What follows belongs to an exercise in optimizing a design on an open flow for small area; a production flow would make more cautious choices. Where RTL was checked, it was by simulation tests only, not by an equivalence proof against the original. Power figures rest on the tool's default switching activity, not on a simulated workload.

== main ==
==> flow/design.v (excerpt) <==
module ws_core (
    input  wire        clk,
    input  wire        rst,           
    input  wire        cmd_valid,
    input  wire [7:0]  cmd,
    output wire        cmd_ready,
    output wire [7:0]  status,
    output wire [31:0] t_out,
    output wire [31:0] h_out,
    output wire [31:0] p_out,
    output wire        bus_req,
    output wire        bus_we,
    output wire [7:0]  bus_addr,
    output wire [3:0]  bus_len,
    output wire [7:0]  bus_wdata,
    input  wire        bus_ack,
    input  wire        bus_fail,
    input  wire [63:0] bus_rdata
);
    localparam [4:0] O_IDLE = 5'd0, O_LD = 5'd1, O_ADD = 5'd2, O_SUB = 5'd3,
                     O_MUL = 5'd4, O_SRA = 5'd5, O_SRL = 5'd6, O_SHL = 5'd7,
                     O_ST = 5'd8, O_DIV = 5'd9, O_MVA = 5'd10, O_LDMB = 5'd11,
                     O_SKN = 5'd12, O_SKP = 5'd13, O_SKNZ = 5'd14, O_JMP = 5'd15,
                     O_BW = 5'd16, O_BR = 5'd17, O_BRAW = 5'd18, O_INS = 5'd19,
                     O_ENDI = 5'd20, O_ENDG = 5'd21, O_BRL = 5'd22, O_INSL = 5'd23;
    localparam [2:0] S_N = 3'd0, S_W = 3'd1, S_C = 3'd2, S_K = 3'd3,
                     S_R16 = 3'd4, S_R8 = 3'd5, S_RNL = 3'd6, S_RNH = 3'd7;
    reg  [7:0]  pc;
    reg         ph;
    reg  [4:0]  cnt;
    reg  [31:0] acc, ma, mb;
    reg         acc32;               
    reg  [31:0] w0, w1, w2, w3;      
    reg  [1:0]  wph;                 
    reg  [255:0] cr;                 
    reg  [3:0]  cph;                 
  ...
Size in the first run: ~2,800 cells after synthesis.
clock: 60.0 ns
lec_check: 0
abc_area: 1
cap_margin: 20
core_margin: 2
core_utilization: 25
cts_buf_list: sky130_fd_sc_hd__clkbuf_2
place_density: 0.4
slew_margin: 20
synth_memory_max_bits: 65536
run.sh (not shown) runs the stock make flow with config.mk's settings and CLKGATE_MAP_FILE= SYNTH_SCRIPT=/design/flow/synth_recipe.tcl, a recipe that flattens the netlist after the stock synthesis.
The inputs of the feature branch differ from those of main as listed below.
Settings: CTS_BUF_LIST: sky130_fd_sc_hd__clkbuf_2 -> sky130_fd_sc_hd__clkbuf_4.
Notes after the runs:
Comparing main and the feature branch, number of fillers in the final layout is lower on the feature branch.
The feature branch -> main: instance count after placement with tap cells included delta 0, exact match
Core util | the feature branch vs main | the feature branch higher
main and the feature branch ended up with nearly the same delay of the slowest cell on the worst path.
As far as worst vdd rail ir drop is concerned, main and the feature branch perform about the same.
Sequential share of layout area: lower on the feature branch
Tightest hold margin: the feature branch vs main, no meaningful difference
Internal power consumption in the feature branch is 65 uW higher than in main
No functional check of the RTL was part of any run of this note.

Another version of the RTL of ws_core (not shown whole).
For scale: about 1700 cells after synthesis, roughly 200 I/O pins, roughly 18000 µm² of cells after synthesis.
==> flow/config.mk <==
export PLATFORM = sky130hd
export DESIGN_NAME = ws_core
export DESIGN_NICKNAME = ws_core
export VERILOG_FILES = /design/flow/design.v
export SDC_FILE = /design/flow/constraint.sdc
export NUM_CORES = 4
export LEC_CHECK = 0
export ABC_AREA = 1
export CAP_MARGIN = 10
export CORE_MARGIN = 2
export CORE_UTILIZATION = 50
export PLACE_DENSITY = 0.6
export SLEW_MARGIN = 10
export SYNTH_MEMORY_MAX_BITS = 65536
==> flow/constraint.sdc <==
create_clock -name core_clock -period 60.0 [get_ports {clk}]
set_input_delay 12.0000 -clock core_clock [delete_from_list [all_inputs] [get_ports {clk}]]
set_output_delay 12.0000 -clock core_clock [all_outputs]
set_load 0.01 [all_outputs]
standard.sh (not shown) runs the stock make flow with config.mk's settings and CLKGATE_MAP_FILE= SYNTH_SCRIPT=/design/flow/synth_recipe.tcl, a recipe that flattens the netlist after the stock synthesis.
==> flow/flow/run.sh <==
#!/bin/bash
# Own layout flow: the standard flow, with
#  - the combinational logic of the synthesis mapped again by ABC with an
#    area-oriented script (flow/better.script) and without the full-adder
#    extraction; the registers are those of the standard synthesis (the flow
#    checks their names and cell types and falls back to the standard
#    netlist if they differ);
#  - smaller port buffers and a clock tree of smaller buffers.
# Every tool's output goes to a log file of its own in this folder.
set -uo pipefail
W=$(pwd)
RES=$W/orfs/results/${FLOW_PLATFORM}/ws_core/base
LOGS=$W/logs_own
mkdir -p $LOGS

# 1. standard synthesis
bash standard.sh synth > $LOGS/1_standard_synth.log 2>&1 || exit 1

# 2. the same synthesis with another ABC script, in a work folder of its own
sed "s|log_cmd abc {\*}\$abc_args|log_cmd abc {*}[lreplace \$abc_args 1 1 $W/flow/better.script]|" \
    $FLOW_HOME/scripts/synth.tcl > $W/flow_synth_orfs.tcl
sed "s|source \$::env(SCRIPTS_DIR)/synth.tcl|source $W/flow_synth_orfs.tcl|" \
    $W/synth_recipe.tcl > $W/flow_synth.tcl
SYN=$W/orfs_own
make -C $FLOW_HOME DESIGN_CONFIG=$W/config.mk WORK_HOME=$SYN CLKGATE_MAP_FILE= \
    SYNTH_SCRIPT=$W/flow_synth.tcl ADDER_MAP_FILE= \
    $SYN/results/${FLOW_PLATFORM}/ws_core/base/1_2_yosys.v > $LOGS/2_own_synth.log 2>&1
OWN=$SYN/results/${FLOW_PLATFORM}/ws_core/base/1_2_yosys.v

# 3. keep it only if its registers are the standard synthesis's
regs() { python3 $W/flow/regs.py "$1"; }
if [[ -s $OWN ]] && regs $RES/1_2_yosys.v > $LOGS/regs_std.txt && regs $OWN > $LOGS/regs_own.txt \
   && cmp -s $LOGS/regs_std.txt $LOGS/regs_own.txt; then
    echo "own synthesis kept" > $LOGS/3_choice.log
    cp $OWN $RES/1_2_yosys.v
    rm -f $RES/1_synth.odb $RES/1_synth.sdc
else
    echo "standard synthesis kept" > $LOGS/3_choice.log
fi

# 4. the rest of the standard flow
bash standard.sh \
    "BUFFER_PORTS_ARGS=-buffer_cell sky130_fd_sc_hd__buf_1" \
    "CTS_ARGS=-sink_clustering_enable -repair_clock_nets -buf_list sky130_fd_sc_hd__clkbuf_16 -dont_use_dummy_load -sink_clustering_size 30 -sink_clustering_max_diameter 80" \
    finish > $LOGS/4_standard_finish.log 2>&1 || exit 1
==> flow/flow/better.script <==
strash
&get -n
&deepsyn -T 40
&put
&get -n
&dch -f
&nf -R 1000
&put
Other scripts of this flow, unchanged in this note and not shown: flow/flow/regs.py
The starting point ran to the end with no violations.
Then changed:
--- a/flow/flow/run.sh
+++ b/flow/flow/run.sh
@@ -43,3 +43,3 @@
     "BUFFER_PORTS_ARGS=-buffer_cell sky130_fd_sc_hd__buf_1" \
-    "CTS_ARGS=-sink_clustering_enable -repair_clock_nets -buf_list sky130_fd_sc_hd__clkbuf_16 -dont_use_dummy_load -sink_clustering_size 30 -sink_clustering_max_diameter 80" \
+    "CTS_ARGS=-sink_clustering_enable -repair_clock_nets -buf_list sky130_fd_sc_hd__clkbuf_8 -dont_use_dummy_load -sink_clustering_size 20 -sink_clustering_max_diameter 60" \
     finish > $LOGS/4_standard_finish.log 2>&1 || exit 1
Clock skew fell by 0.054 ns.
Combinational power is about the same.
Global-route usage fell by 0.21 points.
Via count is about the same.
Critical path depth does not change.
Then changed:
==> flow/flow/better.script (replaced) <==
strash
&get -n
&deepsyn -T 120
&put
&get -n
&dch -f
&nf -R 1000
&put
After rerunning: Sequential cell count stays the same; area after synthesis fell by 1.1%; final cell count falls by 2.0%; setup slack is worse by 1.9 ns; fmax drops by 8.0%; synthesized cell count went down by 3.3%.

[afterwards: timing with drivers on the ports]
Ports are ideal in the flow. The routed layouts listed here were re-timed in OpenROAD.
Step 1: set_driving_cell puts a clkbuf_16 on clk and a buf_2 on each other input, an assumption about the parent block.
Step 2 times the ports against the registers' clock, not the clock port: input delays grow and output delays shrink by t, the midpoint of the rising clock arrivals with the driver on.
Three values: ideal ports, drivers, drivers and shift; two values: the first two.
| run | t, ns | setup slack, ns | hold WS [ns] | latest minus earliest clock arrival (ns) | worst slew at a driven data input, ns |
|---|---|---|---|---|---|
| main | 1.308 | 43.766 / 43.802 / 42.495 | 0.280 / 0.280 / 0.280 | 0.137 / 0.137 | 0.08 |
| the feature branch | 0.992 | 43.482 / 43.520 / 42.528 | 0.279 / 0.279 / 0.279 | 0.078 / 0.078 | 0.08 |
| the first run of note 2 | 0.596 | 37.695 / 37.723 / 37.128 | 0.278 / 0.278 / 0.278 | 0.103 / 0.103 | 0.04 |
| the second run of note 2 | 0.644 | 37.737 / 37.761 / 37.117 | 0.286 / 0.286 / 0.286 | 0.050 / 0.050 | 0.04 |
| the third run of note 2 | 0.628 | 35.813 / 35.837 / 35.209 | 0.296 / 0.296 / 0.296 | 0.088 / 0.088 | 0.06 |
After both steps every run listed still meets setup and hold. For main, which loses most, drivers alone change the setup slack by +0.036 ns; drivers and shift together by -1.271 ns.
